Background: an optimization exercise with open tools, aiming at small area, a short achievable clock period and few clock cycles. Do not read the settings as production practice. Function was checked by simulation only, so behaviour that the tests miss may differ from the original. Power and IR drop assume default switching activity.

## flow/design.v

```verilog
module fdc_crctab (
    input  wire [7:0]  idx,
    output wire [15:0] val
);
    wire p = ((idx[0] ^ idx[1]) ^ (idx[2] ^ idx[3])) ^
             ((idx[4] ^ idx[5]) ^ (idx[6] ^ idx[7]));
    assign val[15]  = p;
    assign val[14]  = p ^ idx[7];
    assign val[13]  = idx[7] ^ idx[6];
    assign val[12]  = idx[6] ^ idx[5];
    assign val[11]  = idx[5] ^ idx[4];
    assign val[10]  = idx[4] ^ idx[3];
    assign val[9]   = idx[3] ^ idx[2];
    assign val[8]   = idx[2] ^ idx[1];
    assign val[7]   = idx[1] ^ idx[0];
    assign val[6]   = idx[0];
    assign val[5:1] = 5'd0;
    assign val[0]   = p;
endmodule
module fdc_par8 (
    input  wire [7:0] v,
    output wire       p
);
    assign p = ((v[0] ^ v[1]) ^ (v[2] ^ v[3])) ^ ((v[4] ^ v[5]) ^ (v[6] ^ v[7]));
endmodule
module fdc_xor2 (
    input  wire a,
    input  wire b,
    output wire y
);
    assign y = a ^ b;
endmodule
module fdc_crcstep (
    input  wire [15:0] c,
    input  wire [7:0]  b,
    output wire [15:0] n
);
    wire [7:0] x  = c[7:0] ^ b;
    wire pc, pb, pb7;
    fdc_par8 u_pc (.v(c[7:0]), .p(pc));
    fdc_par8 u_pb (.v(b), .p(pb));
    fdc_par8 u_pb7 (.v({1'b0, b[6:0]}), .p(pb7));
    fdc_xor2 u_n15 (.a(pc), .b(pb), .y(n[15]));
    fdc_xor2 u_n14 (.a(pc ^ c[7]), .b(pb7), .y(n[14]));
    assign n[13] = x[7] ^ x[6];
    assign n[12] = x[6] ^ x[5];
    assign n[11] = x[5] ^ x[4];
    assign n[10] = x[4] ^ x[3];
    assign n[9]  = x[3] ^ x[2];
    assign n[8]  = x[2] ^ x[1];
    assign n[7]  = c[15] ^ x[1] ^ x[0];
    assign n[6]  = c[14] ^ x[0];
    assign n[5:1] = c[13:9];
    fdc_xor2 u_n0 (.a(c[8] ^ pc), .b(pb), .y(n[0]));
endmodule
module fdc_add8 (
    input  wire [7:0] a,
    input  wire [7:0] b,
    output wire [7:0] s
);
    assign s = a + b;
endmodule
module fdc_patbit (
    input  wire clk,
    input  wire keep,
    input  wire wa,
    input  wire wb,
    output reg  q
);
    always @(posedge clk)
        q <= (q && keep) || (wa && wb);
endmodule
module fdc_sel4 (
    input  wire [3:0] sel,
    input  wire [3:0] v,
    output wire       hit
);
    assign hit = |(sel & v);
endmodule
module fdc_miss8 (
    input  wire [7:0] sel,
    input  wire [7:0] v,
    output wire       miss
);
    wire [1:0] h;
    fdc_sel4 u0 (.sel(sel[3:0]), .v(v[3:0]), .hit(h[0]));
    fdc_sel4 u1 (.sel(sel[7:4]), .v(v[7:4]), .hit(h[1]));
    assign miss = !(h[0] || h[1]);
endmodule
module fdc_sel16 (
    input  wire [15:0] sel,
    input  wire [15:0] v,
    output wire        hit
);
    wire [1:0] m;
    fdc_miss8 u0 (.sel(sel[7:0]),  .v(v[7:0]),  .miss(m[0]));
    fdc_miss8 u1 (.sel(sel[15:8]), .v(v[15:8]), .miss(m[1]));
    assign hit = !(m[0] && m[1]);
endmodule
module fdc_odsel (
    input  wire [7:0] sum,
    input  wire [7:0] clo,
    input  wire [7:0] chi,
    input  wire [7:0] esc,
    input  wire [7:0] rest,
    input  wire       s_sum,
    input  wire       s_clo,
    input  wire       s_chi,
    input  wire       s_esc,
    output wire [7:0] q
);
    assign q = ({8{s_sum}} & sum) | ({8{s_clo}} & clo) | ({8{s_chi}} & chi) |
               (s_esc ? esc : rest);
endmodule
module fdc_nor2 (
    input  wire a,
    input  wire b,
    output wire y
);
    assign y = !(a || b);
endmodule
module fdc_engine (
    input  wire        clk,
    input  wire        rst,
    input  wire        cmd_valid,
    output wire        cmd_ready,
    input  wire [31:0] cmd_word,
    input  wire [31:0] cmd_arg,
    input  wire        cmd_empty,
    input  wire        in_valid,
    output wire        in_ready,
    input  wire [7:0]  in_data,
    input  wire        in_last,
    output wire        out_valid,
    input  wire        out_ready,
    output wire [7:0]  out_data,
    output wire        done,
    output wire [7:0]  status
);
    localparam [7:0] OP_SETSTAFF = 8'h02;
    localparam [7:0] OP_RESET    = 8'h0A;
    localparam [7:0] OP_STUFF    = 8'h50;
    localparam [7:0] OP_UNSTUFF  = 8'h51;
    localparam [7:0] OP_MOD256   = 8'h60;
    localparam [7:0] OP_CRC16    = 8'h61;
    reg  [7:0]   cfg_esc;
    reg          cfg_en;
    wire [255:0] cfg_pat;
    reg        busy;          
    reg        idle;          
    reg        run;           
    reg        fin0;          
    reg        fin1;          
    reg        irdy;          
    reg        k_stuff, k_unst, k_mod, k_crc, k_set;
    reg        ord;           
    reg        s_err;         
    reg        s_opd;         
    reg [7:0]  acc8;          
    reg        t2;            
    reg        ov;            
    reg [7:0]  od;            
    reg [7:0]  lb;            
    reg        sk_v;          
    reg [3:0]  rowm;          
    reg        fresh;         
    reg        pe_r;          
    reg        kept;          
    wire [7:0] c_op     = cmd_word[7:0];
    wire       c_hi0    = (cmd_word[31:9] == 23'd0);
    wire       c_b8     = cmd_word[8];
    wire       c_set    = (c_op == OP_SETSTAFF) && c_hi0 && !c_b8;
    wire       c_rst    = (c_op == OP_RESET)    && c_hi0 && !c_b8;
    wire       c_stuff  = (c_op == OP_STUFF)    && c_hi0 && !c_b8;
    wire       c_unst   = (c_op == OP_UNSTUFF)  && c_hi0 && !c_b8;
    wire       c_mod    = (c_op == OP_MOD256)   && c_hi0 && !c_b8;
    wire       c_crc    = (c_op == OP_CRC16)    && c_hi0;
    wire       c_legal  = c_set || c_rst || c_stuff || c_unst || c_mod || c_crc;
    wire       c_opd    = c_set && (cmd_arg[31:9] != 23'd0);
    wire       c_ok     = c_legal && !c_opd;
    assign cmd_ready = idle;
    wire   cmd_fire  = cmd_valid && idle;
    assign in_ready  = irdy;
    wire   in_fire   = in_valid && irdy;
    assign out_valid = ov;
    assign out_data  = od;
    wire   hold      = ov && !out_ready;
    assign done      = fin0 || (fin1 && out_ready);
    assign status    = {4'd0, s_opd, s_opd, 1'b0, s_err};
    wire [15:0] dlo = 16'd1 << in_data[3:0];
    wire [15:0] dhi = 16'd1 << in_data[7:4];
    reg  pat_clr;
    wire pat_keep = !pat_clr;
    wire pat_we   = !rst && in_fire && k_set;
    wire [15:0] dhi_we = dhi & {16{pat_we}};
    genvar gi;
    generate
        for (gi = 0; gi < 256; gi = gi + 1) begin : g_pat
            fdc_patbit u_bit (
                .clk  (clk),
                .keep (pat_keep),
                .wa   (dhi_we[gi / 16]),
                .wb   (dlo[gi % 16]),
                .q    (cfg_pat[gi])
            );
        end
    endgenerate
    wire [15:0] row_sel;
    genvar gc;
    generate
        for (gc = 0; gc < 16; gc = gc + 1) begin : g_col
            wire [15:0] col;
            genvar gr;
            for (gr = 0; gr < 16; gr = gr + 1) begin : g_bit
                assign col[gr] = cfg_pat[16 * gr + gc];
            end
            fdc_sel16 u_col (.sel(dhi), .v(col), .hit(row_sel[gc]));
        end
    endgenerate
    wire [15:0] dlo_en = dlo & {16{cfg_en}};
    wire [3:0] rowm_g;
    genvar gq;
    generate
        for (gq = 0; gq < 4; gq = gq + 1) begin : g_grp
            fdc_sel4 u_grp (.sel(dlo_en[4*gq +: 4]), .v(row_sel[4*gq +: 4]), .hit(rowm_g[gq]));
        end
    endgenerate
    wire [3:0] rowm_n = rowm_g;
    wire [1:0] rowm_z;
    fdc_nor2 u_z0 (.a(rowm[0]), .b(rowm[1]), .y(rowm_z[0]));
    fdc_nor2 u_z1 (.a(rowm[2]), .b(rowm[3]), .y(rowm_z[1]));
    wire p_last = !(rowm_z[0] && rowm_z[1]);
    wire [15:0] crc_next;
    fdc_crcstep u_crc (.c({acc8, od}), .b(in_data), .n(crc_next));
    wire [7:0]  sum_next;
    fdc_add8 u_add (.a(od), .b(in_data), .s(sum_next));
    wire        crc_swap = in_last && !ord;
    wire [7:0]  crc_acc  = crc_swap ? crc_next[7:0]  : crc_next[15:8];
    wire k_byte  = k_stuff || k_unst;
    wire pe_src  = fresh ? p_last : pe_r;
    wire pe_eff  = k_stuff && ov && pe_src;
    wire u_drop  = kept && p_last && (in_data == cfg_esc);
    wire in_keep = in_fire && !u_drop;
    wire busy_n  = cmd_fire || (busy && !done);
    wire run_n   = (cmd_fire && !cmd_empty) || (run && !(in_fire && in_last));
    wire act     = busy && !hold;
    wire s_c     = !busy;
    wire s_esc   = act && pe_eff;
    wire s_lb    = act && k_byte && sk_v;
    wire s_in    = act && k_byte && !sk_v;
    wire s_sum   = act && k_mod && in_fire;
    wire s_crc   = act && k_crc && in_fire;
    wire s_a8    = act && k_crc && !run && t2;
    wire s_hold  = !(s_c || s_lb || s_in || s_sum || s_crc || s_a8);
    wire [7:0] od_rest = ({8{s_c}}   & {8{c_op[0]}}) |
                         ({8{s_lb}}  & lb)           |
                         ({8{s_in}}  & in_data)      |
                         ({8{s_a8}}  & acc8)         |
                         ({8{s_hold}} & od);
    wire [7:0] od_n;
    fdc_odsel u_odsel (.sum(sum_next), .clo(crc_next[7:0]), .chi(crc_next[15:8]),
                       .esc(cfg_esc), .rest(od_rest),
                       .s_sum(s_sum), .s_clo(s_crc && !crc_swap), .s_chi(s_crc && crc_swap),
                       .s_esc(s_esc), .q(od_n));
    reg ov_n;
    always @(*) begin
        if (hold)
            ov_n = 1'b1;
        else if (!busy)
            ov_n = cmd_fire && cmd_empty && (c_mod || c_crc);
        else if (k_stuff)
            ov_n = pe_eff || sk_v || in_fire;
        else if (k_unst)
            ov_n = sk_v || in_keep;
        else if (k_mod || k_crc)
            ov_n = run ? (in_fire && in_last) : t2;
        else
            ov_n = 1'b0;
    end
    wire sk_v_n  = k_stuff ? ((in_fire || sk_v) && (hold || pe_eff)) :
                   k_unst  ? ((in_keep || sk_v) && hold) : 1'b0;
    wire fresh_n = k_stuff && in_fire && !hold && !pe_eff;
    wire pe_r_n  = hold ? pe_src : (sk_v && !pe_eff && p_last);
    wire kept_n  = !cmd_fire && (in_fire ? !u_drop : kept);
    wire t2_n    = cmd_fire ? (c_crc && cmd_empty) :
                   ((in_fire && in_last && k_crc) || (t2 && (hold || run)));
    reg fin_n;
    always @(*) begin
        if (cmd_fire)
            fin_n = cmd_empty && !c_crc;
        else if (!busy)
            fin_n = 1'b0;
        else if (fin0 || fin1)
            fin_n = hold;
        else if (run)
            fin_n = in_fire && in_last &&
                    (k_unst ? (!hold || u_drop) : !(k_stuff || k_crc));
        else if (k_stuff)
            fin_n = hold             ? (!sk_v && !pe_src) :
                    (ov && pe_src)   ? !sk_v :
                    sk_v             ? !p_last : 1'b1;
        else if (k_unst)
            fin_n = !(sk_v && hold);
        else if (k_crc)
            fin_n = !hold;
        else
            fin_n = 1'b1;
    end
    wire irdy_n = run_n && !sk_v_n;
    always @(posedge clk) begin
        if (rst) begin
            cfg_esc <= 8'h00;
            cfg_en  <= 1'b0;
            busy    <= 1'b0;
            idle    <= 1'b1;
            run     <= 1'b0;
            fin0    <= 1'b0;
            fin1    <= 1'b0;
            irdy    <= 1'b0;
            ov      <= 1'b0;
            sk_v    <= 1'b0;
            t2      <= 1'b0;
        end else begin
            busy    <= busy_n;
            idle    <= !busy_n;
            run     <= run_n;
            fin0    <= fin_n && !ov_n;
            fin1    <= fin_n && ov_n;
            irdy    <= irdy_n;
            ov      <= ov_n;
            sk_v    <= sk_v_n;
            t2      <= t2_n;
            if (cmd_fire && c_ok && c_set) begin
                cfg_esc <= cmd_arg[7:0];
                cfg_en  <= cmd_arg[8];
            end
            if (cmd_fire && c_ok && c_rst) begin
                cfg_esc <= 8'h00;
                cfg_en  <= 1'b0;
            end
        end
        pat_clr <= rst || (cmd_fire && c_ok && (c_set || c_rst));
        od    <= od_n;
        fresh <= fresh_n;
        pe_r  <= pe_r_n;
        kept  <= kept_n;
        if (cmd_fire) begin
            k_stuff <= c_stuff;
            k_unst  <= c_unst;
            k_mod   <= c_mod;
            k_crc   <= c_crc;
            k_set   <= c_set && !c_opd;
            ord     <= c_b8;
            s_err   <= !c_ok;
            s_opd   <= c_opd;
            acc8    <= 8'hFF;
        end else if (s_crc) begin
            acc8    <= crc_acc;
        end
        if (in_fire) begin
            lb   <= in_data;
            rowm <= rowm_n;
        end
    end
endmodule
```

## flow/flow/run.sh

```bash
#!/bin/bash
# Own layout flow: the standard ORFS flow, with the port buffers made
# from sky130_fd_sc_hd__buf_2 instead of the default delay-buffer family, and
# the timing repair free to change a cell's footprint. Everything else
# (synthesis, floorplan, power grid, CTS, routing) is the standard flow.
set -euo pipefail
W=$PWD
cat > "$W/own.mk" <<EOM
include $W/config.mk
export BUFFER_PORTS_ARGS = -buffer_cell sky130_fd_sc_hd__buf_2
export MATCH_CELL_FOOTPRINT = 0
EOM
sed "s#DESIGN_CONFIG=[^ ]*#DESIGN_CONFIG=$W/own.mk#" standard.sh > "$W/own_standard.sh"
bash "$W/own_standard.sh" > "$W/own_flow.log" 2>&1
```

## flow/standard.sh

```bash
#!/bin/bash
# synth_recipe.tcl (not shown) runs the flow's synth.tcl, then flattens the netlist and writes it again
# the make line also repeats each setting of config.mk as NAME=value (left out here)
make -C /OpenROAD-flow-scripts/flow DESIGN_CONFIG=/design/flow/config.mk WORK_HOME=/design/flow/orfs CLKGATE_MAP_FILE= SYNTH_SCRIPT=/design/flow/synth_recipe.tcl "${@:-finish}"
```

## flow/config.mk

```make
export PLATFORM = sky130hd
export DESIGN_NAME = fdc_engine
export DESIGN_NICKNAME = fdc_engine
export VERILOG_FILES = /design/flow/design.v
export SDC_FILE = /design/flow/constraint.sdc
export NUM_CORES = 4
export LEC_CHECK = 0
export CAP_MARGIN = 20
export CORE_MARGIN = 2
export CORE_UTILIZATION = 40
export PLACE_DENSITY = 0.6
export SETUP_SLACK_MARGIN = 1.5
export SLEW_MARGIN = 20
export SYNTH_HIERARCHICAL = 1
```

## flow/constraint.sdc

```tcl
create_clock -name core_clock -period 3.6 [get_ports {clk}]
set_input_delay 0.7200 -clock core_clock [delete_from_list [all_inputs] [get_ports {clk}]]
set_output_delay 0.7200 -clock core_clock [all_outputs]
set_load 0.01 [all_outputs]
```

==> results.ini, run 1 <==
[status]
status=finished clean

[layout]
num_antenna_cells=0
fin_cells=1901
fin_area_um2=16000
layout.nets=1519
drive_gt1_frac=0.193
fill_cells=3024
syn2layout_area_growth_pct=21.9
utilization=0.493

[worst_setup_path]
reg2reg_from=rowm[3]$_DFFE_PP_
slowest_stage=a22oi_1
cp_data_arrival_time_ns=2.26
slowest_delay_ns=0.21
cp-startpoint=in_data[5]
crit_fanout=18
critical_path_class=in -> reg
cp-start-kind=input pin
path_common_cell=nand2_1
crit_chain=buf_8 -> nand2b_4 -> nor2_2 -> buf_4 -> a22oi_1 -> nand2_1 -> nor2_1 -> nand2_1 -> a22oi_1 -> nand2_1
r2r_setup_slack_ns=1.62
cp-end-kind=flop
required_ns=3.86

[synthesis]
synth-edff-count=20
syn_area_um2=13100
synthTopCellsByArea=dfxtp_1 (45%), a22o_1 (17%), a22oi_1 (8.3%)
yosys_warnings=8
synth.distinct_cells=66
async_reset_ff_frac=0
synth_top_area_frac=0.449
synthesis.instances=1278
yosys.area.top_type=dfxtp_1
synth-seq-cells=314
synth_flop_cell=dfxtp_1
seq_area_frac_synth=0.495
syn_avg_cell_area_um2=10.3

[floorplanning]
row_count=66
design.portCount=99
die_w_um=185
die_h_um=185
core-area_um2=32400
initial_core_util=0.405
fp.dieArea_um2=34200

[grt]
grt_max_degree=124
grt_usage=0.229
antenna_found_initial=0
grt_overflow=0
grt_pass1_wl_um=60600
grt_pass1_vias=10500

[timing]
tightest_slew_ns=0.804
setup_tns_ns=0
finalCritPeriodShare=0.557
holdWs_ns=0.437
fin_ws_ns=1.59
fmax_ghz=0.499
rsz0062_at_grt=true
hold_viol=0
min_period_ns=2.01
slew-limit-headroom=0.463
clock_skew_ns=0.0210
slew_violations=0
finalSetupViolations=0

[cts]
postCtsHoldBufs=0
clk_path_buf_depth=3
cts.sinks=314
cts_tree=yes
cts-root-buf=clkbuf_16
h-tree-depth=2
worstSkewPairLatency_ns=0.52
cts.clk_slew.worst_paths_ns=0.06
cts_buffers=35

[place]
dp_hpwl_um=26600
portBuffers=93
postPlaceCellArea_um2=14500
dp_slack_ns=0.614
placed_cells=1828
place_congestion=0.951

[min_path]
hp-start=cmd_arg[4]
min_path_type=in -> reg

[pwr]
p_per_area_nw_per_um2=508
power.total_mw=8.11
ir_drop_uv=351
p_leak_nw=6.44

[run]
drv_cap=0

[route]
drt-initial-drc-count=1063
vias=11200
first_pass_iters=6
via_per_inst=5.89
drcViolationCount=0
wl_per_cell_um=21.1
wl_um=40200
antenna_left=0

[state kept, by name (all words and copies together), names as in the netlist, 4 cells and up]
signal,flops
od,8
acc8,8
lb,8
cfg_esc,8
g_pat.u_bit.q,256
rowm,4
[power by group]
group | total, mW | internal, mW | switching, mW
logic | 0.830 | 0.321 | 0.509
clock network | 3.69 | 2.26 | 1.43
registers | 3.59 | 3.54 | 0.0476
[placed cells by master, fill, tap and decap left out, types with 6 or more instances in the layout]
cell	n
a21oi_1	15
a222oi_1	8
a22o_1	257
a22oi_1	145
buf_2	85
buf_4	53
clkbuf_1	11
clkbuf_16	36
clkbuf_8	6
conb_1	6
dfxtp_1	290
edfxtp_1	20
inv_1	20
mux2_2	8
mux2i_1	25
nand2_1	116
nand2b_1	9
nand3_1	9
nor2_1	99
nor2_2	16
nor2_4	12
nor2b_1	6
nor3_1	6
nor3_4	6
nor4_1	13
o211ai_1	20
o21ai_0	8
xnor2_1	36
xor2_1	15
[modules after synthesis, one instance, submodules excluded, excerpt]
module      cells  copies in the design
fdc_engine    395                     1
fdc_patbit      2                   256
fdc_sel4        3                    68
fdc_nor2        1                     2
fdc_xor2        1                     3
fdc_sel16       1                    16
[cell usage after synthesis, types with 8 or more instances]
cell,number
dfxtp_1,294
a22o_1,257
a22oi_1,145
nor2_1,126
nand2_1,122
xnor2_1,37
mux2i_1,25
inv_1,22
edfxtp_1,20
o211ai_1,20
a21oi_1,15
clkbuf_1,15
xor2_1,15
nor3_1,14
buf_4,13
nand2b_1,13
nor4_1,13
nand3_1,10
a222oi_1,8
mux2_2,8
o21ai_0,8
[final timing paths]
path | endpoint | depth (start not counted)
min | cfg_esc[4]$_SDFFE_PP0P_ | 3
max | rowm[2]$_DFFE_PP_ | 10
min reg2reg | g_pat[156].u_bit.q$_DFF_P_ | 1
max reg2reg | od[0]$_DFF_P_ | 7
[kinds of logic (layout without fill, tap and decap cells)]
| logic type | Yosys count | after routing | share of synthesized area |
|---|---|---|---|
| xor gates and xnor gates | 54 | 54 | 0.0378 |
| buffers and inverters | 57 | 234 | 0.0210 |
| DFF | 314 | 314 | 0.495 |
| AOI/OAI and AO/OA | 473 | 473 | 0.295 |
| and+or+nand+nor | 337 | 337 | 0.117 |
| muxes | 33 | 33 | 0.0260 |
| other | 2 | 6 | 0.000573 |
| adders and majority gates | 8 | 8 | 0.00821 |
[metal layers]
layer | share of wire | global-route usage | vias to the layer above
li1 | - | - | 5244
met1 | 0.44 | 0.302 | 5508
met2 | 0.46 | 0.367 | 353
met3 | 0.052 | 0.0328 | 88
met4 | 0.046 | 0.111 | 2
met5 | 0.0020 | 0.0178 | -
[final cells by class]
type	count	area [um2]	share of cell area
multi-input combinational	911	6680	0.418
tap	442	553	0.0346
clock inverter	11	170	0.0107
timing repair buffer	148	958	0.0600
clock buffer	53	1020	0.0642
sequential	314	6500	0.407
inverter	22	86.3	0.00541
[critical path: cells and delay by family]
kind / cells / cell delay (ns)
AND/OR/NAND/NOR: 6 / 0.77
buffers and inverters: 2 / 0.39
AO/OA/AOI/OAI: 2 / 0.36
[timing repair]
item	in CTS	in global routing
resized for setup	29	35
pin swaps	1	7
setup endpoints to repair	62	26
setup buffers	1	8
Testbench counts, summed over its fixed seeds: cycles 15,081.
==> run 2, diff against run 1 <==
--- a/flow/config.mk
+++ b/flow/config.mk
@@ -9,6 +9,6 @@
 export CORE_MARGIN = 2
 export CORE_UTILIZATION = 40
 export PLACE_DENSITY = 0.6
-export SETUP_SLACK_MARGIN = 1.5
+export SETUP_SLACK_MARGIN = 1.7
 export SLEW_MARGIN = 20
 export SYNTH_HIERARCHICAL = 1
==> results.ini, run 2 <==
[status]
status=finished clean

[cts]
cts.clk_slew.worst_paths_ns=0.06  ; about the same
clk_path_buf_depth=3  ; unchanged
cts_tree=yes
worstSkewPairLatency_ns=0.52  ; about the same
postCtsHoldBufs=0  ; unchanged
cts_buffers=35  ; unchanged
h-tree-depth=2  ; unchanged
cts-root-buf=clkbuf_16
cts.sinks=314  ; unchanged

[worst_setup_path]
required_ns=3.99  ; +0.13 ns
worst_path_dominant_cell_family=XOR/XNOR gates
cp_data_arrival_time_ns=2.37  ; +0.11 ns
slowest_stage=dfxtp_4
cp-start-kind=flop
critical_path_class=reg -> reg
crit_fanout=4  ; -14
cp-end-kind=flop
slowest_delay_ns=0.37  ; +0.16 ns
path_buf_inv=4  ; +2
path_common_cell=buf_4
crit_chain=buf_6 -> xnor2_4 -> xnor2_2 -> xnor2_2 -> buf_4 -> buf_4 -> buf_4 -> xor2_1 -> a222oi_1 -> nand2_1

[synthesis]
synth-edff-count=20  ; unchanged
synth_top_area_frac=0.449  ; unchanged
synthesis.instances=1278  ; unchanged
yosys.area.top_type=dfxtp_1
yosys_warnings=8  ; unchanged
synth_flop_cell=dfxtp_1
yosysMostFrequentCell=dfxtp_1
syn_area_um2=13100  ; unchanged
synth.distinct_cells=66  ; unchanged
synth_common_cells=dfxtp_1 (294), a22o_1 (257), a22oi_1 (145), nor2_1 (126), nand2_1 (122)
seq_area_frac_synth=0.495  ; unchanged
synth-seq-cells=314  ; unchanged
async_reset_ff_frac=0  ; unchanged
synthTopCellsByArea=dfxtp_1 (45%), a22o_1 (17%), a22oi_1 (8.3%)
syn_avg_cell_area_um2=10.3  ; unchanged

[route]
vias=11400  ; +2.1%
drt-initial-drc-count=850  ; -20%
wl_met2_um=20200  ; +8.8%
wl_um=42200  ; +5.0%
via_per_inst=5.89  ; about the same
wl_per_cell_um=21.7  ; +2.9%
dr_wl_met3_um=2040  ; -2.5%
antenna_left=0  ; unchanged
routedLengthMet1_um=18200  ; +3.5%
first_pass_iters=5  ; -1
routed.top_layer=met4
drcViolationCount=0  ; unchanged

[floorplanning]
die_w_um=185  ; unchanged
die_h_um=185  ; unchanged
fp.dieArea_um2=34200  ; unchanged
initial_core_util=0.405  ; unchanged
row_count=66  ; unchanged
core-area_um2=32400  ; unchanged
design.portCount=99  ; unchanged

[place]
portBuffers=93  ; unchanged
dp_hpwl_um=27400  ; +3.0%
postPlaceCellArea_um2=14600  ; +1.3%
place_congestion=0.908  ; -4.5%

[layout]
fill_cells=2899  ; -4.1%
drive_gt1_frac=0.280  ; +0.0871
final_common_cell=dfxtp_1
regMostFlops=g_pat.u_bit.q
largest_reg_flops=256  ; unchanged
syn2layout_area_growth_pct=29.5
fin_area_um2=17000  ; +6.3%
layout_common_cells=dfxtp_1 (283), a22o_1 (257), a22oi_1 (108)
layout.nets=1561  ; +2.8%
num_antenna_cells=0  ; unchanged

[pwr]
p_leak_nw=6.78  ; +5.2%
ir_drop_uv=350  ; -0.46%
p_per_area_nw_per_um2=482  ; -5.1%

[timing]
clock_skew_ns=0.0232  ; +0.00219 ns
finalCritPeriodShare=0.550  ; -0.00735
holdWs_ns=0.427  ; -0.0100 ns
slew-limit-headroom=0.435  ; -0.0277
hold_viol=0  ; unchanged
finalSetupViolations=0  ; unchanged
slew_violations=0  ; unchanged
rsz0062_at_grt=true
tightest_slew_ns=0.842  ; +0.0378 ns
fmax_ghz=0.505  ; +1.3%
setup_tns_ns=0  ; unchanged
min_period_ns=1.98  ; -0.0265 ns

[grt]
grt_usage=0.237  ; +0.00759
grt_pass1_wl_um=62600  ; +3.2%
grt_overflow=0  ; unchanged
grt_max_degree=117  ; -5.6%
grt_pass1_vias=10700  ; +2.5%
antenna_found_initial=0  ; unchanged

[min_path]
min_path_type=in -> reg

[run]
drv_cap=0  ; unchanged

[run 2: cell counts after synthesis]
Identical to the previous run, type by type.
[run 2: path summary, 6_finish.rpt]
check	startpoint	to	slack [ns]	cells past startpoint
max	od[1]$_DFF_P_	od[7]$_DFF_P_	1.62	10
min	in_data[4]	lb[4]$_DFFE_PP_	0.43	1
max reg2reg	od[1]$_DFF_P_	od[7]$_DFF_P_	1.62	10
min reg2reg	g_pat[243].u_bit.q$_DFF_P_	g_pat[243].u_bit.q$_DFF_P_	0.48	1
[run 2: kinds of logic (layout without fill, tap and decap cells)]
group                    after synthesis  after routing  synth area share
AO/OA/AOI/OAI                        473            473             0.295
XOR/XNOR                              54             54            0.0378
adder cells (fa/ha/maj)                8              8           0.00821
buffers and inverters                 57            272            0.0210
flip-flops                           314            314             0.495
multiplexers                          33             33            0.0260
other                                  2              6          0.000573
AND/OR/NAND/NOR                      337            338             0.117
[run 2: where the power goes]
| part | leakage (nW) | internal (mW) | switching, mW |
|---|---|---|---|
| Combinational | 3.66 | 0.463 | 0.582 |
| Clock | 0.564 | 2.11 | 1.43 |
| Sequential | 2.56 | 3.55 | 0.0540 |
[run 2: cell type report]
type                    instances  area (um2)  share of cell area
repair inverters                1        5.00            0.000295
well taps                     442         553              0.0326
flip-flops and latches        314        6510               0.383
multi-input cells             912        7200               0.425
repair buffers                188        1480              0.0869
inverters                      22        88.8             0.00523
clock inverters                 9        73.8             0.00435
clock buffers                  52        1060              0.0626
[run 2: modules after synthesis (local to each module, per instance), a selection]
module	flops+latches	times used	cells inside	area (um2)
fdc_engine	58	1	395	3300
fdc_crcstep	0	1	24	221
fdc_odsel	0	1	27	205
fdc_par8	0	3	7	61.3
fdc_patbit	1	256	2	28.8
fdc_sel4	0	68	3	18.8
fdc_nor2	0	2	1	3.75
[run 2: what timing repair did]
action,in CTS,in global routing
buffers inserted,26,18
resized for setup,82,98
pin swaps,21,70
endpoints found under the setup margin,293,285
cloned,0,3
[run 2: worst register-to-register path, delay by kind of cell (launching register included)]
kind,cells,cell delay (ns)
xor gates and xnor gates,4,0.62
and+or+nand+nor,1,0.08
AOI/OAI and AO/OA,1,0.24
DFF,1,0.37
buffers and inverters,4,0.55
[run 2: layer usage]
metal	GRT usage	up-vias
li1	-	5337
met1	0.309	5641
met2	0.394	353
met3	0.0311	98
met4	0.100	0
met5	0	-
[run 2: per-stage QoR]
stage | util | setup WS (ns) | total power, mW | instances
floorplan | - | 0.327 | 4.20 | 1282
global placement | 0.452 | 0.723 | 4.47 | 1832
detailed placement | 0.452 | 0.724 | 4.47 | 1832
CTS | 0.505 | 1.67 | 8.12 | 1919
global route | 0.524 | 1.57 | 8.47 | 1940
finish | 0.524 | 1.62 | 8.18 | 1940
==> run 3, diff against run 2 <==
--- a/flow/config.mk
+++ b/flow/config.mk
@@ -8,7 +8,7 @@
 export CAP_MARGIN = 20
 export CORE_MARGIN = 2
 export CORE_UTILIZATION = 40
-export PLACE_DENSITY = 0.6
-export SETUP_SLACK_MARGIN = 1.7
+export PLACE_DENSITY = 0.5
+export SETUP_SLACK_MARGIN = 1.6
 export SLEW_MARGIN = 20
 export SYNTH_HIERARCHICAL = 1
==> results.ini, run 3 <==
[pwr]
p_per_area_nw_per_um2=506  ; +5.0%
ir_drop_uv=284  ; -19%
power.total_mw=8.22  ; +0.42%
p_leak_nw=6.53  ; -3.7%

[worst_setup_path]
cp_data_arrival_time_ns=1.26  ; -1.11 ns
slowest_stage=dfxtp_4
crit_chain=buf_6 -> buf_4 -> buf_2
required_ns=2.88  ; -1.11 ns
critical_path_class=reg -> out
cp-end-kind=output port
crit_fanout=3  ; -1
slowest_delay_ns=0.36  ; about the same
cp-start-kind=flop

[timing]
fmax_ghz=0.505  ; -0.12%
tightest_slew_ns=0.891  ; +0.0482 ns
hold_viol=0  ; unchanged
holdWs_ns=0.446  ; +0.0187 ns
slew-limit-headroom=0.405  ; -0.0303
min_period_ns=1.98  ; +0.00248 ns
slew_violations=0  ; unchanged
rsz0062_at_grt=true
finalSetupViolations=0  ; unchanged
setup_tns_ns=0  ; unchanged
finalCritPeriodShare=0.551  ; +0.000689
clock_skew_ns=0.0225  ; -0.000670 ns

[floorplanning]
die_h_um=185  ; unchanged
design.portCount=99  ; unchanged
die_w_um=185  ; unchanged
row_count=66  ; unchanged
core-area_um2=32400  ; unchanged
initial_core_util=0.405  ; unchanged
fp.dieArea_um2=34200  ; unchanged

[route]
via_per_inst=5.79  ; -1.7%
wl_per_cell_um=22.2  ; +1.9%
antenna_left=0  ; unchanged
drt-initial-drc-count=898  ; +5.6%
vias=11000  ; -3.6%
first_pass_iters=7  ; +2
drcViolationCount=0  ; unchanged
wl_um=42100  ; about the same

[synthesis]
syn_avg_cell_area_um2=10.3  ; unchanged
yosys.area_share.adder=0.00821  ; unchanged
synth-edff-count=20  ; unchanged
synthXorXnorAreaFrac=0.0378  ; unchanged
async_reset_ff_frac=0  ; unchanged
synth_simple_gate_area_frac=0.117  ; unchanged
synth_compound_area_frac=0.295  ; unchanged
synth-seq-cells=314  ; unchanged
synth.distinct_cells=66  ; unchanged
seq_area_frac_synth=0.495  ; unchanged
synth_top_area_frac=0.449  ; unchanged
synthTopCellsByArea=dfxtp_1 (45%), a22o_1 (17%), a22oi_1 (8.3%)
synth_top_family_by_area=compound AO/OA/AOI/OAI gates
yosys_warnings=8  ; unchanged
syn_area_um2=13100  ; unchanged
yosysMostFrequentCell=dfxtp_1
synth_mux_area_frac=0.0260  ; unchanged
synthesis.instances=1278  ; unchanged
yosys.area.top_type=dfxtp_1
synth_flop_cell=dfxtp_1
synth_common_cells=dfxtp_1 (294), a22o_1 (257), a22oi_1 (145), nor2_1 (126), nand2_1 (122)

[layout]
num_antenna_cells=0  ; unchanged
fill_cells=3018  ; +4.1%
regMostFlops=g_pat.u_bit.q
layout_common_cells=dfxtp_1 (285), a22o_1 (257), a22oi_1 (137)
drive_gt1_frac=0.210  ; -0.0694
utilization=0.501  ; -0.0228
fin_area_um2=16200  ; -4.4%
syn2layout_area_growth_pct=23.9
final_common_cell=dfxtp_1
layout.nets=1524  ; -2.4%
largest_reg_flops=256  ; unchanged

[cts]
cts-root-buf=clkbuf_16
clk_path_buf_depth=3  ; unchanged
cts_tree=yes
cts_buffers=36  ; +2.9%
cts.sinks=314  ; unchanged
cts.clk_slew.worst_paths_ns=0.06  ; about the same
h-tree-depth=2  ; unchanged
worstSkewPairLatency_ns=0.52  ; about the same
postCtsHoldBufs=0  ; unchanged

[place]
dp_hpwl_um=27200  ; -1.0%
portBuffers=93  ; unchanged
place_congestion=0.844  ; -7.0%
postPlaceCellArea_um2=14500  ; -1.2%

[grt]
grt_pass1_vias=10600  ; -1.7%
grt_overflow=0  ; unchanged
grt_max_degree=257  ; +120%
grt_usage=0.243  ; +0.00678
antenna_found_initial=0  ; unchanged
grt_pass1_wl_um=64200  ; +2.6%

[status]
status=finished clean

[min_path]
min_path_type=in -> reg

[run]
drv_cap=0  ; unchanged

## run 3: through the flow
stage,std cells,setup slack [ns]
global route,1902,1.54
floorplan,1282,0.327
finish,1902,1.62
detailed placement,1828,0.622
global placement,1828,0.626
CTS,1893,1.51
## run 3: worst max-delay path: cells and delay by family, from the launching register on
| family | cells | cell delay, ns |
|---|---|---|
| buffers and inverters | 3 | 0.40 |
| flip-flops | 1 | 0.36 |
## run 3: repair_timing
item / CTS / global route
setup endpoints to repair: 69 / 26
gates resized for setup: 46 / 59
gates cloned: 0 / 1
buffers inserted: 4 / 7
pin swaps: 2 / 27
## run 3: where the power goes
group | switching, mW | internal [mW]
sequential | 0.0564 | 3.55
combinational | 0.517 | 0.369
clock | 1.44 | 2.28
total | 2.02 | 6.20
## run 3: layer usage
metal | routed length, um | share of wire | vias to the layer above | global-route usage
li1 | - | - | 5259 | -
met1 | 19900 | 0.47 | 5361 | 0.345
met2 | 19300 | 0.46 | 335 | 0.390
met3 | 1840 | 0.044 | 62 | 0.0252
met4 | 1110 | 0.026 | 0 | 0.0775
met5 | 0 | 0 | - | 0
## run 3: cell families after synthesis
logic type / after synthesis
other cells: 2
simple gates: 337
flops: 314
mux: 33
compound gates: 473
buf+inv: 57
fa+ha+maj: 8
xor+xnor: 54
## run 3: Yosys stat by module, one instance, submodules excluded, a selection
| module | cells inside | cell area [um2] |
|---|---|---|
| fdc_odsel | 27 | 205 |
| fdc_sel16 | 1 | 3.75 |
| fdc_add8 | 42 | 332 |
| fdc_sel4 | 3 | 18.8 |
| fdc_crcstep | 24 | 221 |
| fdc_par8 | 7 | 61.3 |
| fdc_xor2 | 1 | 8.76 |
| fdc_miss8 | 1 | 3.75 |
| fdc_engine | 395 | 3300 |
## run 3: final timing paths
| kind | start | endpoint | slack [ns] | cells after the start |
|---|---|---|---|---|
| max | od[0]$_DFF_P_ | out_data[0] | 1.62 | 3 |
| min | cmd_arg[3] | cfg_esc[3]$_SDFFE_PP0P_ | 0.45 | 3 |
| min reg2reg | g_pat[143].u_bit.q$_DFF_P_ | g_pat[143].u_bit.q$_DFF_P_ | 0.48 | 1 |
| max reg2reg | od[5]$_DFF_P_ | od[6]$_DFF_P_ | 1.66 | 6 |
## run 3: final cells by class
type	count	area, um2	share of cell area
multi-input cells	912	6840	0.422
well taps	442	553	0.0341
repair buffers	151	1040	0.0642
inverters	22	86.3	0.00532
flip-flops and latches	314	6500	0.401
clock inverters	8	123	0.00755
clock buffers	53	1080	0.0664
==> run 4, diff against run 3 <==
--- a/flow/config.mk
+++ b/flow/config.mk
@@ -8,7 +8,9 @@
 export CAP_MARGIN = 20
 export CORE_MARGIN = 2
 export CORE_UTILIZATION = 40
-export PLACE_DENSITY = 0.5
+export CTS_CLUSTER_DIAMETER = 60
+export CTS_CLUSTER_SIZE = 30
+export PLACE_DENSITY = 0.6
 export SETUP_SLACK_MARGIN = 1.6
 export SLEW_MARGIN = 20
 export SYNTH_HIERARCHICAL = 1
==> results.ini, run 4 <==
[route]
first_pass_iters=8  ; +1
antenna_left=0  ; unchanged
via_per_inst=5.92  ; +2.2%
wl_per_cell_um=21.2  ; -4.2%
drt-initial-drc-count=1030  ; +15%
drcViolationCount=0  ; unchanged
vias=11200  ; +1.4%
wl_um=40100  ; -5.0%

[pwr]
p_leak_nw=6.36  ; -2.5%
ir_drop_uv=384  ; +35%
p_per_area_nw_per_um2=480  ; -5.1%

[layout]
final_common_cell=dfxtp_1
largest_reg_flops=256  ; unchanged
layout_common_cells=dfxtp_1 (285), a22o_1 (257), a22oi_1 (139)
regMostFlops=g_pat.u_bit.q
drive_gt1_frac=0.205  ; -0.00488
layout.nets=1514  ; -0.66%
syn2layout_area_growth_pct=20.8
num_antenna_cells=0  ; unchanged

[synthesis]
synthTopCellsByArea=dfxtp_1 (45%), a22o_1 (17%), a22oi_1 (8.3%)
syn_avg_cell_area_um2=10.3  ; unchanged
syn_area_um2=13100  ; unchanged
synth-seq-cells=314  ; unchanged
yosys.area.top_type=dfxtp_1
synth_flop_cell=dfxtp_1
yosysMostFrequentCell=dfxtp_1
seq_area_frac_synth=0.495  ; unchanged
synth-edff-count=20  ; unchanged
synth_top_area_frac=0.449  ; unchanged
synth_common_cells=dfxtp_1 (294), a22o_1 (257), a22oi_1 (145), nor2_1 (126), nand2_1 (122)
yosys_warnings=8  ; unchanged
synthesis.instances=1278  ; unchanged
async_reset_ff_frac=0  ; unchanged
synth.distinct_cells=66  ; unchanged

[worst_setup_path]
r2r_cells=7  ; +1
cp-end-kind=flop
cp-start-kind=flop
required_ns=4.02  ; +1.14 ns
crit_fanout=8  ; +5
critical_path_class=reg -> reg
cp_data_arrival_time_ns=2.41  ; +1.15 ns

[cts]
cts_tree=yes
cts-root-buf=clkbuf_16
cts.clk_slew.worst_paths_ns=0.09  ; +0.03 ns
postCtsHoldBufs=0  ; unchanged
cts.sinks=314  ; unchanged
cts_buffers=25  ; -31%
clk_path_buf_depth=3  ; unchanged
worstSkewPairLatency_ns=0.57  ; +0.05 ns
h-tree-depth=1  ; -1

[grt]
grt_max_degree=257  ; unchanged
grt_usage=0.228  ; -0.0153
grt_pass1_wl_um=61100  ; -4.8%
grt_pass1_vias=10300  ; -2.3%
antenna_found_initial=0  ; unchanged
grt_overflow=0  ; unchanged

[timing]
holdWs_ns=0.414  ; -0.0321 ns
finalSetupViolations=0  ; unchanged
finalCritPeriodShare=0.554  ; +0.00341
slew_violations=0  ; unchanged
hold_viol=0  ; unchanged
setup_tns_ns=0  ; unchanged
min_period_ns=1.99  ; +0.0123 ns
fmax_ghz=0.501  ; -0.62%
rsz0062_at_grt=true
clock_skew_ns=0.0401  ; +0.0176 ns
slew-limit-headroom=0.275  ; -0.130
tightest_slew_ns=1.09  ; +0.197 ns

[floorplanning]
fp.dieArea_um2=34200  ; unchanged
core-area_um2=32400  ; unchanged
design.portCount=99  ; unchanged
die_h_um=185  ; unchanged
die_w_um=185  ; unchanged
row_count=66  ; unchanged
initial_core_util=0.405  ; unchanged

[min_path]
hold_depth=3  ; unchanged
min_path_type=in -> reg

[place]
place_congestion=0.854  ; +1.2%
dp_hpwl_um=26200  ; -3.7%
portBuffers=93  ; unchanged

[status]
status=finished clean

[run]
drv_cap=0  ; unchanged

==> run 4: cell counts after synthesis <==
No cell type changed its count.
==> run 4: cells by family (layout without fill, tap and decap cells) <==
family                     count (synthesis)  after routing  synth area share
AOI/OAI and AO/OA                        473            473             0.295
buffers and inverters                     57            221            0.0210
muxes                                     33             33            0.0260
adders and majority gates                  8              8           0.00821
and+or+nand+nor                          337            337             0.117
xor gates and xnor gates                  54             54            0.0378
DFF                                      314            314             0.495
other                                      2              6          0.000573
==> run 4: final timing paths <==
kind	from	to	slack (ns)
hold / removal	cmd_arg[0]	cfg_esc[0]$_SDFFE_PP0P_	0.41
hold reg to reg	g_pat[152].u_bit.q$_DFF_P_	g_pat[152].u_bit.q$_DFF_P_	0.49
setup reg to reg	rowm[1]$_DFFE_PP_	od[7]$_DFF_P_	1.61
setup / recovery	rowm[1]$_DFFE_PP_	od[7]$_DFF_P_	1.61
==> run 4: timing repair <==
action | 4_1_cts | 5_1_grt
gates resized for setup | 38 | 40
pin swaps | 2 | 6
buffers inserted | 6 | 8
endpoints found under the setup margin | 70 | 87
==> run 4: per-layer routing <==
layer	routed length [um]	share of wire	track usage
met3	2270	0.057	0.0246
met1	18500	0.46	0.327
met5	0	0	0.00593
met4	1140	0.028	0.0651
met2	18100	0.45	0.363
==> run 4: power by group <==
part	total (mW)	switching [mW]	internal (mW)
logic	0.816	0.493	0.322
clock network	3.19	1.65	1.54
registers	3.59	0.0527	3.54
total	7.60	2.19	5.40
==> run 4: final cells by class <==
| cell class | count | area (um2) |
|---|---|---|
| Timing Repair Buffer | 153 | 980 |
| Sequential cell | 314 | 6500 |
| Clock buffer | 25 | 626 |
| Fill cell | 3033 | 16600 |
| Clock inverter | 21 | 337 |
| Multi-Input combinational cell | 911 | 6740 |
| Inverter | 22 | 86.3 |
| Tap cell | 442 | 553 |
==> run 4: through the flow <==
stage | cell area [um2] | cells | total power, mW | setup slack (ns) | util
floorplan | 13300 | 1282 | 4.18 | 0.327 | -
global placement | 14500 | 1828 | 4.42 | 0.588 | 0.447
detailed placement | 14500 | 1828 | 4.43 | 0.570 | 0.447
CTS | 15600 | 1880 | 7.63 | 1.56 | 0.482
global route | 15800 | 1888 | 7.84 | 1.58 | 0.489
finish | 15800 | 1888 | 7.60 | 1.61 | 0.489
==> run 4: Yosys stat by module, one instance, submodules excluded <==
module / flops+latches / area, um2
fdc_engine: 58 / 3300
fdc_crcstep: 0 / 221
fdc_miss8: 0 / 3.75
fdc_sel4: 0 / 18.8
fdc_par8: 0 / 61.3
fdc_add8: 0 / 332
fdc_xor2: 0 / 8.76
fdc_odsel: 0 / 205
fdc_nor2: 0 / 3.75
fdc_sel16: 0 / 3.75
fdc_patbit: 1 / 28.8
==> run 4: critical path, stage by stage (launching register included) <==
cell      delay [ns]
edfxtp_1        0.40
nor2_1          0.06
nand2_1         0.24
a21bo_2         0.20
nand3_1         0.19
nor2_4          0.34
mux2i_1         0.34
nand2_1         0.09
==> run 5, diff against run 4 <==
--- a/flow/config.mk
+++ b/flow/config.mk
@@ -9,7 +9,7 @@
 export CORE_MARGIN = 2
 export CORE_UTILIZATION = 40
 export CTS_CLUSTER_DIAMETER = 60
-export CTS_CLUSTER_SIZE = 30
+export CTS_CLUSTER_SIZE = 60
 export PLACE_DENSITY = 0.6
 export SETUP_SLACK_MARGIN = 1.6
 export SLEW_MARGIN = 20
==> results.ini, run 5 <==
[timing]
slew_violations=0  ; unchanged
setup_tns_ns=0  ; unchanged
tightest_slew_ns=1.28  ; +0.189 ns
finalCritPeriodShare=0.558  ; +0.00437
slew-limit-headroom=0.149  ; -0.126
finalSetupViolations=0  ; unchanged
fmax_ghz=0.498  ; -0.78%
hold_viol=0  ; unchanged
min_period_ns=2.01  ; +0.0157 ns
clock_skew_ns=0.0293  ; -0.0108 ns
rsz0062_at_grt=true

[worst_setup_path]
slowest_stage=nor2_2
r2r_cells=7  ; unchanged
required_ns=4.10  ; +0.08 ns
cp.depth=5  ; -2
cp_data_arrival_time_ns=2.51  ; +0.10 ns
r2r_setup_slack_ns=1.63  ; +0.02 ns
critical_path_class=in -> reg
cp-end-kind=flop
cp-start-kind=input pin
crit_fanout=12  ; +4
slowest_delay_ns=0.69  ; +0.29 ns
path_buf_inv=2  ; +2
crit_chain=clkbuf_4 -> nand2b_1 -> nor2_2 -> buf_4 -> a22o_1
worst_path_dominant_cell_family=simple AND/OR/NAND/NOR gates

[route]
vias=11200  ; +0.13%
wl_per_cell_um=21.3  ; +0.31%
drt-initial-drc-count=1092  ; +6.0%
via_per_inst=5.92  ; about the same
antenna_left=0  ; unchanged
drcViolationCount=0  ; unchanged
first_pass_iters=6  ; -2
wl_um=40200  ; +0.36%

[pwr]
p_leak_nw=6.36  ; about the same
p_per_area_nw_per_um2=481  ; +0.22%
ir_drop_uv=393  ; +2.3%

[grt]
grt_usage=0.228  ; about the same
antenna_found_initial=0  ; unchanged
grt_max_degree=257  ; unchanged
grt_pass1_vias=10300  ; unchanged
grt_overflow=0  ; unchanged
grt_pass1_wl_um=61100  ; about the same

[floorplanning]
core-area_um2=32400  ; unchanged
design.portCount=99  ; unchanged
initial_core_util=0.405  ; unchanged
die_w_um=185  ; unchanged
die_h_um=185  ; unchanged
fp.dieArea_um2=34200  ; unchanged
row_count=66  ; unchanged

[synthesis]
synth_top_area_frac=0.449  ; unchanged
synth-edff-count=20  ; unchanged
synth_simple_gate_area_frac=0.117  ; unchanged
synth_compound_area_frac=0.295  ; unchanged
yosys.area.top_type=dfxtp_1
synthTopCellsByArea=dfxtp_1 (45%), a22o_1 (17%), a22oi_1 (8.3%)
synthesis.instances=1278  ; unchanged
syn_avg_cell_area_um2=10.3  ; unchanged
synth.distinct_cells=66  ; unchanged
synth_common_cells=dfxtp_1 (294), a22o_1 (257), a22oi_1 (145), nor2_1 (126), nand2_1 (122)
synthXorXnorAreaFrac=0.0378  ; unchanged
synth_mux_area_frac=0.0260  ; unchanged
synth-seq-cells=314  ; unchanged
yosys_warnings=8  ; unchanged
synth_flop_cell=dfxtp_1
syn_area_um2=13100  ; unchanged
yosysMostFrequentCell=dfxtp_1
async_reset_ff_frac=0  ; unchanged
synth_top_family_by_area=compound AO/OA/AOI/OAI gates
seq_area_frac_synth=0.495  ; unchanged
yosys.area_share.adder=0.00821  ; unchanged

[cts]
cts_buffers=25  ; unchanged
cts.clk_slew.worst_paths_ns=0.09  ; about the same
cts_tree=yes
h-tree-depth=1  ; unchanged
clk_path_buf_depth=3  ; unchanged
worstSkewPairLatency_ns=0.56  ; about the same
cts-root-buf=clkbuf_16
postCtsHoldBufs=0  ; unchanged
cts.sinks=314  ; unchanged

[layout]
syn2layout_area_growth_pct=20.9
layout.nets=1516  ; +0.13%
utilization=0.489  ; +0.000618
largest_reg_flops=256  ; unchanged
num_antenna_cells=0  ; unchanged
drive_gt1_frac=0.207  ; +0.00124
regMostFlops=g_pat.u_bit.q
final_common_cell=dfxtp_1
fill_cells=3041  ; +0.26%
layout_common_cells=dfxtp_1 (285), a22o_1 (257), a22oi_1 (138)

[min_path]
hold_depth=3  ; unchanged
min_path_type=in -> reg

[status]
status=finished clean

[run]
drv_cap=0  ; unchanged

[place]
portBuffers=93  ; unchanged
place_congestion=0.854  ; unchanged
dp_hpwl_um=26200  ; unchanged

-- run 5: kinds of logic (layout without fill, tap and decap cells) --
kind of cell / Yosys count / after routing
other cells: 2 / 6
fa+ha+maj: 8 / 8
flops: 314 / 314
xor+xnor: 54 / 54
compound gates: 473 / 473
buf+inv: 57 / 222
simple gates: 337 / 337
mux: 33 / 33
-- run 5: worst paths after layout --
check,startpoint,end
setup / recovery,in_data[1],g_pat[45].u_bit.q$_DFF_P_
hold / removal,cmd_arg[0],cfg_esc[0]$_SDFFE_PP0P_
setup reg to reg,rowm[1]$_DFFE_PP_,od[7]$_DFF_P_
hold reg to reg,g_pat[186].u_bit.q$_DFF_P_,g_pat[186].u_bit.q$_DFF_P_
-- run 5: through the flow --
step           worst slack, ns  power (mW)  cells  instance area (um2)  hold slack, ns
2_1_floorplan            0.327        4.18   1282                13300           0.456
4_1_cts                   1.50        7.66   1881                15600           0.388
3_5_place_dp             0.570        4.43   1828                14500           0.471
5_1_grt                   1.57        7.87   1889                15800           0.418
3_3_place_gp             0.588        4.42   1828                14500           0.466
6_report                  1.59        7.62   1889                15800           0.410
-- run 5: layout make-up --
cell class                      instances  area (um2)  area share
Multi-Input combinational cell        911        6730       0.425
Sequential cell                       314        6500       0.410
Timing Repair Buffer                  155         995      0.0628
Clock buffer                           25         626      0.0395
Tap cell                              442         553      0.0349
Clock inverter                         20         348      0.0220
Inverter                               22        86.3     0.00545
-- run 5: per-module statistics from Yosys (local to each module, per instance) --
module       flops+latches  area [um2]
fdc_engine              58        3300
fdc_add8                 0         332
fdc_crcstep              0         221
fdc_odsel                0         205
fdc_par8                 0        61.3
fdc_patbit               1        28.8
fdc_sel4                 0        18.8
fdc_xor2                 0        8.76
fdc_miss8                0        3.75
fdc_nor2                 0        3.75
fdc_sel16                0        3.75
-- run 5: timing repair --
action	in CTS	in global routing
pin swaps	3	6
gates resized for setup	39	38
setup buffers	8	8
setup endpoints to repair	71	132
-- run 5: worst reg2reg max path, cell delays in order (launching register included) --
cell and delay, ns:
edfxtp_1 0.40, nor2_1 0.06, nand2_1 0.24, a21bo_2 0.20, nand3_1 0.19, nor2_4 0.34
mux2i_1 0.34, nand2_1 0.08
-- run 5: per-layer routing --
metal  routed length (um)  GRT usage
met1                18500      0.325
met4                 1100     0.0622
met5                    0          0
met2                18100      0.366
met3                 2510     0.0258
-- run 5: power breakdown --
| part | switching (mW) | leakage [nW] | internal, mW |
|---|---|---|---|
| clock network | 1.62 | 0.463 | 1.59 |
| logic | 0.491 | 3.35 | 0.324 |
| registers | 0.0518 | 2.55 | 3.54 |
| total | 2.17 | 6.36 | 5.46 |
==> run 6, diff against run 5 <==
--- a/flow/config.mk
+++ b/flow/config.mk
@@ -8,8 +8,6 @@
 export CAP_MARGIN = 20
 export CORE_MARGIN = 2
 export CORE_UTILIZATION = 40
-export CTS_CLUSTER_DIAMETER = 60
-export CTS_CLUSTER_SIZE = 60
 export PLACE_DENSITY = 0.6
 export SETUP_SLACK_MARGIN = 1.6
 export SLEW_MARGIN = 20
==> results.ini, run 6 <==
[layout]
largest_reg_flops=256  ; unchanged
syn2layout_area_growth_pct=21.7
layout_common_cells=dfxtp_1 (285), a22o_1 (257), a22oi_1 (140)
num_antenna_cells=0  ; unchanged
drive_gt1_frac=0.207  ; +0.000499
fill_cells=3049  ; +0.26%
regMostFlops=g_pat.u_bit.q
layout.nets=1521  ; +0.33%
final_common_cell=dfxtp_1

[timing]
finalCritPeriodShare=0.562  ; +0.00401
hold_viol=0  ; unchanged
setup_tns_ns=0  ; unchanged
finalSetupViolations=0  ; unchanged
fin_ws_ns=1.58  ; -0.0145 ns
fmax_ghz=0.494  ; -0.71%
min_period_ns=2.02  ; +0.0145 ns
tightest_slew_ns=1.14  ; -0.136 ns
slew_violations=0  ; unchanged
rsz0062_at_grt=false
slew-limit-headroom=0.240  ; +0.0908
clock_skew_ns=0.0114  ; -0.0178 ns

[place]
dp_hpwl_um=26200  ; unchanged
place_congestion=0.854  ; unchanged
portBuffers=93  ; unchanged
dp_slack_ns=0.570  ; unchanged

[synthesis]
yosysMostFrequentCell=dfxtp_1
synthTopCellsByArea=dfxtp_1 (45%), a22o_1 (17%), a22oi_1 (8.3%)
yosys_warnings=8  ; unchanged
synthesis.instances=1278  ; unchanged
synth_top_area_frac=0.449  ; unchanged
seq_area_frac_synth=0.495  ; unchanged
synth_mux_area_frac=0.0260  ; unchanged
synthXorXnorAreaFrac=0.0378  ; unchanged
async_reset_ff_frac=0  ; unchanged
yosys.area.top_type=dfxtp_1
synth_compound_area_frac=0.295  ; unchanged
synth_flop_cell=dfxtp_1
synth_common_cells=dfxtp_1 (294), a22o_1 (257), a22oi_1 (145), nor2_1 (126), nand2_1 (122)
synth_top_family_by_area=compound AO/OA/AOI/OAI gates
syn_area_um2=13100  ; unchanged
syn_avg_cell_area_um2=10.3  ; unchanged
yosys.area_share.adder=0.00821  ; unchanged
synth.distinct_cells=66  ; unchanged
synth_simple_gate_area_frac=0.117  ; unchanged
synth-seq-cells=314  ; unchanged
synth-edff-count=20  ; unchanged

[worst_setup_path]
slowest_stage=nor2_2
slowest_delay_ns=0.69  ; about the same
required_ns=4.09  ; about the same
cp_data_arrival_time_ns=2.52  ; about the same
crit_chain=clkbuf_4 -> nand2b_1 -> nor2_2 -> buf_4 -> a22o_1
path_buf_inv=2  ; unchanged
worst_path_dominant_cell_family=simple AND/OR/NAND/NOR gates
crit_fanout=12  ; unchanged
critical_path_class=in -> reg
cp-end-kind=flop
cp-start-kind=input pin

[pwr]
pwr-share-seq=0.463  ; -0.008
switching_power_mw=1.93  ; -11%
p_int_mw=5.84  ; +7.1%
pwr-share-comb=0.107  ; about the same
power.total_mw=7.77  ; +2.0%
p_per_area_nw_per_um2=488  ; +1.3%
p_leak_nw=6.43  ; +1.0%
clkPwrFrac=0.430  ; +0.008
ir_drop_uv=429  ; +9.2%
p_sw_frac=0.248  ; -0.0360

[min_path]
min_path_type=in -> reg

[grt]
grt_max_degree=257  ; unchanged
grt_usage=0.229  ; +0.000510
grt_pass1_vias=10400  ; +0.44%
grt_overflow=0  ; unchanged
antenna_found_initial=0  ; unchanged
grt_pass1_wl_um=61200  ; +0.22%

[floorplanning]
design.portCount=99  ; unchanged
initial_core_util=0.405  ; unchanged
die_h_um=185  ; unchanged
row_count=66  ; unchanged
fp.dieArea_um2=34200  ; unchanged
core-area_um2=32400  ; unchanged
die_w_um=185  ; unchanged

[status]
status=finished clean

[route]
first_pass_iters=5  ; -1
via_per_inst=5.88  ; -0.82%
drcViolationCount=0  ; unchanged
drt-initial-drc-count=1122  ; +2.7%
wl_met2_um=18500  ; +2.1%
dr_wl_met3_um=2560  ; +2.3%
wl_per_cell_um=21.2  ; -0.36%
routed.top_layer=met4
wl_um=40300  ; +0.22%
routedLengthMet1_um=18400  ; -0.36%
vias=11200  ; -0.24%
antenna_left=0  ; unchanged

[cts]
cts.clk_slew.worst_paths_ns=0.06  ; -0.03 ns
clk_path_buf_depth=3  ; unchanged
cts_buffers=31  ; +24%
h-tree-depth=1  ; unchanged
worstSkewPairLatency_ns=0.56  ; about the same
cts.sinks=314  ; unchanged
postCtsHoldBufs=0  ; unchanged
cts-root-buf=clkbuf_16
cts_tree=yes

[run]
drv_cap=0  ; unchanged

-- run 6: path summary, 6_finish.rpt --
path	from	to	slack (ns)	cells past startpoint
min	cmd_arg[0]	cfg_esc[0]$_SDFFE_PP0P_	0.40	3
max	in_data[1]	g_pat[13].u_bit.q$_DFF_P_	1.58	5
min reg2reg	g_pat[205].u_bit.q$_DFF_P_	g_pat[205].u_bit.q$_DFF_P_	0.48	1
max reg2reg	rowm[1]$_DFFE_PP_	od[7]$_DFF_P_	1.63	7
-- run 6: power groups by stage --
stage / logic [mW] / clock network (mW) / registers, mW
after floorplan: 0.523 / 0 / 3.66
after global placement: 0.746 / 0 / 3.67
after CTS: 0.785 / 3.39 / 3.60
after detailed placement: 0.756 / 0 / 3.67
after global routing: 0.897 / 3.53 / 3.60
final: 0.833 / 3.34 / 3.60
-- run 6: what timing repair did --
item | 4_1_cts | 5_1_grt
gates resized for setup | 37 | 43
setup buffers | 4 | 11
endpoints found under the setup margin | 71 | 121
pin swaps | 2 | 10
-- run 6: metal layers --
layer	up-vias	global-route usage
met2	396	0.367
met3	62	0.0289
met4	0	0.0546
met5	-	0
met1	5468	0.327
li1	5238	-
-- run 6: worst register-to-register path: stages (launching register included) --
cell	delay [ns]
edfxtp_1	0.39
nor2_1	0.06
nand2_1	0.24
a21bo_2	0.21
nand3_1	0.19
nor2_4	0.34
mux2i_1	0.33
nand2_1	0.09
-- run 6: kinds of logic (layout without fill, tap and decap cells) --
group,count (synthesis),count (layout)
adder cells (fa/ha/maj),8,8
buffers and inverters,57,233
flip-flops,314,314
AO/OA/AOI/OAI,473,473
other,2,6
multiplexers,33,33
XOR/XNOR,54,54
AND/OR/NAND/NOR,337,337
-- run 6: per-stage QoR --
step	cell area [um2]	cells	utilization	hold slack [ns]
after floorplan	13300	1282	-	0.456
after global placement	14500	1828	0.447	0.466
after detailed placement	14500	1828	0.447	0.471
after CTS	15700	1889	0.484	0.378
after global routing	15900	1900	0.492	0.402
final	15900	1900	0.492	0.395
-- run 6: final cells by class --
type                            count  area (um2)  area share
Clock buffer                       43         903      0.0567
Clock inverter                     14         158     0.00989
Inverter                           22        86.3     0.00542
Multi-Input combinational cell    911        6740       0.423
Sequential cell                   314        6500       0.408
Tap cell                          442         553      0.0347
Timing Repair Buffer              154         991      0.0622
-- run 6: Yosys stat by module (local to each module, per instance), a selection --
module | flip-flops and latches | cell area [um2] | cells | copies in the design
fdc_crcstep | 0 | 221 | 24 | 1
fdc_engine | 58 | 3300 | 395 | 1
fdc_miss8 | 0 | 3.75 | 1 | 32
fdc_nor2 | 0 | 3.75 | 1 | 2
fdc_odsel | 0 | 205 | 27 | 1
fdc_par8 | 0 | 61.3 | 7 | 3
fdc_patbit | 1 | 28.8 | 2 | 256
fdc_sel16 | 0 | 3.75 | 1 | 16
fdc_sel4 | 0 | 18.8 | 3 | 68
fdc_xor2 | 0 | 8.76 | 1 | 3
==> run 7, diff against run 6 <==
--- a/flow/config.mk
+++ b/flow/config.mk
@@ -8,6 +8,8 @@
 export CAP_MARGIN = 20
 export CORE_MARGIN = 2
 export CORE_UTILIZATION = 40
+export CTS_CLUSTER_DIAMETER = 50
+export CTS_CLUSTER_SIZE = 40
 export PLACE_DENSITY = 0.6
 export SETUP_SLACK_MARGIN = 1.6
 export SLEW_MARGIN = 20
==> results.ini, run 7 <==
[cts]
worstSkewPairLatency_ns=0.58  ; +0.02 ns
cts_buffers=30  ; -3.2%
cts.clk_slew.worst_paths_ns=0.08  ; +0.02 ns
clk_path_buf_depth=3  ; unchanged
cts_tree=yes
cts-root-buf=clkbuf_16
cts.sinks=314  ; unchanged
h-tree-depth=1  ; unchanged

[route]
wl_um=40500  ; +0.40%
via_per_inst=5.87  ; -0.13%
antenna_left=0  ; unchanged
wl_per_cell_um=21.3  ; +0.29%
vias=11200  ; -0.027%
drt-initial-drc-count=1042  ; -7.1%
drcViolationCount=0  ; unchanged
first_pass_iters=6  ; +1

[pwr]
power.total_mw=7.83  ; +0.77%
p_leak_nw=6.43  ; +0.11%
p_per_area_nw_per_um2=492  ; +0.79%
ir_drop_uv=352  ; -18%

[worst_setup_path]
crit_fanout=12  ; unchanged
required_ns=4.11  ; +0.02 ns
cp-startpoint=in_data[1]
cp_data_arrival_time_ns=2.48  ; -0.04 ns
cp-end-kind=flop
critical_path_class=in -> reg
reg2reg_from=od[0]$_DFF_P_
cp-start-kind=input pin

[grt]
grt_overflow=0  ; unchanged
grt_usage=0.229  ; +0.000646
grt_max_degree=257  ; unchanged
grt_pass1_wl_um=61300  ; +0.18%
grt_pass1_vias=10400  ; +0.45%
antenna_found_initial=0  ; unchanged

[timing]
finalSetupViolations=0  ; unchanged
clock_skew_ns=0.0214  ; +0.0100 ns
finalCritPeriodShare=0.547  ; -0.0158
rsz0062_at_grt=true
hold_viol=0  ; unchanged
fmax_ghz=0.508  ; +2.9%
setup_tns_ns=0  ; unchanged
slew_violations=0  ; unchanged
slew-limit-headroom=0.224  ; -0.0164
tightest_slew_ns=1.16  ; +0.0246 ns
min_period_ns=1.97  ; -0.0568 ns

[synthesis]
yosys_warnings=8  ; unchanged
synthTopCellsByArea=dfxtp_1 (45%), a22o_1 (17%), a22oi_1 (8.3%)
synthesis.instances=1278  ; unchanged
seq_area_frac_synth=0.495  ; unchanged
synth.distinct_cells=66  ; unchanged
syn_area_um2=13100  ; unchanged
synth_common_cells=dfxtp_1 (294), a22o_1 (257), a22oi_1 (145), nor2_1 (126), nand2_1 (122)
synth-seq-cells=314  ; unchanged
synth-edff-count=20  ; unchanged
syn_avg_cell_area_um2=10.3  ; unchanged
synth_top_area_frac=0.449  ; unchanged
yosysMostFrequentCell=dfxtp_1
async_reset_ff_frac=0  ; unchanged
synth_flop_cell=dfxtp_1
yosys.area.top_type=dfxtp_1

[floorplanning]
row_count=66  ; unchanged
initial_core_util=0.405  ; unchanged
fp.dieArea_um2=34200  ; unchanged
die_w_um=185  ; unchanged
core-area_um2=32400  ; unchanged
die_h_um=185  ; unchanged
design.portCount=99  ; unchanged

[layout]
regMostFlops=g_pat.u_bit.q
num_antenna_cells=0  ; unchanged
final_common_cell=dfxtp_1
largest_reg_flops=256  ; unchanged
fin_cells=1902  ; +0.11%
layout.nets=1523  ; +0.13%
drive_gt1_frac=0.205  ; -0.00165
layout_common_cells=dfxtp_1 (285), a22o_1 (257), a22oi_1 (143)
syn2layout_area_growth_pct=21.6  ; about the same
utilization=0.492  ; about the same

[place]
dp_hpwl_um=26200  ; unchanged
place_congestion=0.854  ; unchanged
placed_cells=1828  ; unchanged
portBuffers=93  ; unchanged

[min_path]
hp-start=cmd_arg[0]
min_path_type=in -> reg

[status]
status=finished clean

[run]
drv_cap=0  ; unchanged

-- run 7: kinds of logic after synthesis --
logic type                 after synthesis  share of synthesized area
and+or+nand+nor                        337                      0.117
DFF                                    314                      0.495
muxes                                   33                     0.0260
buffers and inverters                   57                     0.0210
other                                    2                   0.000573
adders and majority gates                8                    0.00821
xor gates and xnor gates                54                     0.0378
AOI/OAI and AO/OA                      473                      0.295
-- run 7: power breakdown --
group	internal (mW)	switching, mW	total [mW]
clock network	1.78	1.63	3.41
logic	0.329	0.500	0.829
registers	3.54	0.0531	3.59
-- run 7: final cells by class --
cell class                 count  area (um2)
sequential                   314        6500
clock inverter                23         293
fill                        3033       16400
tap                          442         553
inverter                      22        86.3
multi-input combinational    911        6710
clock buffer                  33         783
timing repair buffer         157        1010
-- run 7: stage by stage --
step                hold slack, ns  worst slack (ns)  area, um2
floorplan                    0.456             0.327      13300
global placement             0.466             0.588      14500
detailed placement           0.471             0.570      14500
CTS                          0.381              1.51      15700
global route                 0.402              1.57      15900
finish                       0.393              1.63      15900
-- run 7: timing repair --
action | 4_1_cts | 5_1_grt
resized for setup | 34 | 36
hold buffers | 0 | 0
setup buffers | 5 | 13
setup endpoints to repair | 71 | 114
pin swaps | 2 | 6
-- run 7: worst paths after layout --
path / endpoint / slack [ns] / depth (start not counted)
worst min-delay path: cfg_esc[0]$_SDFFE_PP0P_ / 0.39 / 3
worst max-delay path: g_pat[45].u_bit.q$_DFF_P_ / 1.63 / 5
worst max register to register: od[6]$_DFF_P_ / 1.65 / 8
worst min register to register: g_pat[138].u_bit.q$_DFF_P_ / 0.49 / 1
-- run 7: layer usage --
layer  up-vias  global-route usage  routed length, um
met5         -                   0                  0
li1       5241                   -                  -
met4         0              0.0648               1090
met3        68              0.0248               2420
met1      5458               0.327              18600
met2       394               0.367              18300
-- run 7: Yosys stat by module (local to each module, per instance), a selection --
module | cells | flops+latches | copies in the design
fdc_engine | 395 | 58 | 1
fdc_add8 | 42 | 0 | 1
fdc_odsel | 27 | 0 | 1
fdc_par8 | 7 | 0 | 3
fdc_sel4 | 3 | 0 | 68
fdc_xor2 | 1 | 0 | 3
fdc_miss8 | 1 | 0 | 32
-- run 7: worst max-delay path, cell delays in order --
cell and delay (ns):
clkbuf_4 0.22, nand2b_1 0.43, nor2_2 0.66, buf_4 0.30, a22o_1 0.14

## what the ideal ports hide
How much do the figures lean on ideal ports? The routed layouts below were timed once more, with nothing changed but the port constraints. Step 1: set_driving_cell puts a clkbuf_16 on clk and a buf_2 on each other input, an assumption about the parent block. Step 2, shift: input delay + t, output delay - t, t = (earliest + latest rising clock arrival at the registers) / 2. This alone moves slack from input paths to output paths. Slacks: ideal ports / drivers / drivers and shift; pairs: ideal ports / drivers.
run	t, ns	slack for setup (ns)	worst hold slack (ns)
run 1	0.558	1.594 / 1.588 / 1.030	0.437 / 0.412 / 0.482
run 2	0.555	1.621 / 1.621 / 1.111	0.427 / 0.413 / 0.483
run 3	0.566	1.618 / 1.564 / 1.085	0.446 / 0.415 / 0.482
run 4	0.603	1.606 / 1.606 / 1.054	0.414 / 0.386 / 0.491
run 5	0.597	1.590 / 1.613 / 1.017	0.410 / 0.383 / 0.491
run 6	0.606	1.576 / 1.601 / 0.995	0.395 / 0.366 / 0.483
run 7	0.614	1.633 / 1.621 / 1.043	0.393 / 0.365 / 0.486
After both steps every run listed still meets setup and hold. The setup slack of run 7, which loses most, moves by -0.012 ns with the drivers and by -0.590 ns with both steps.
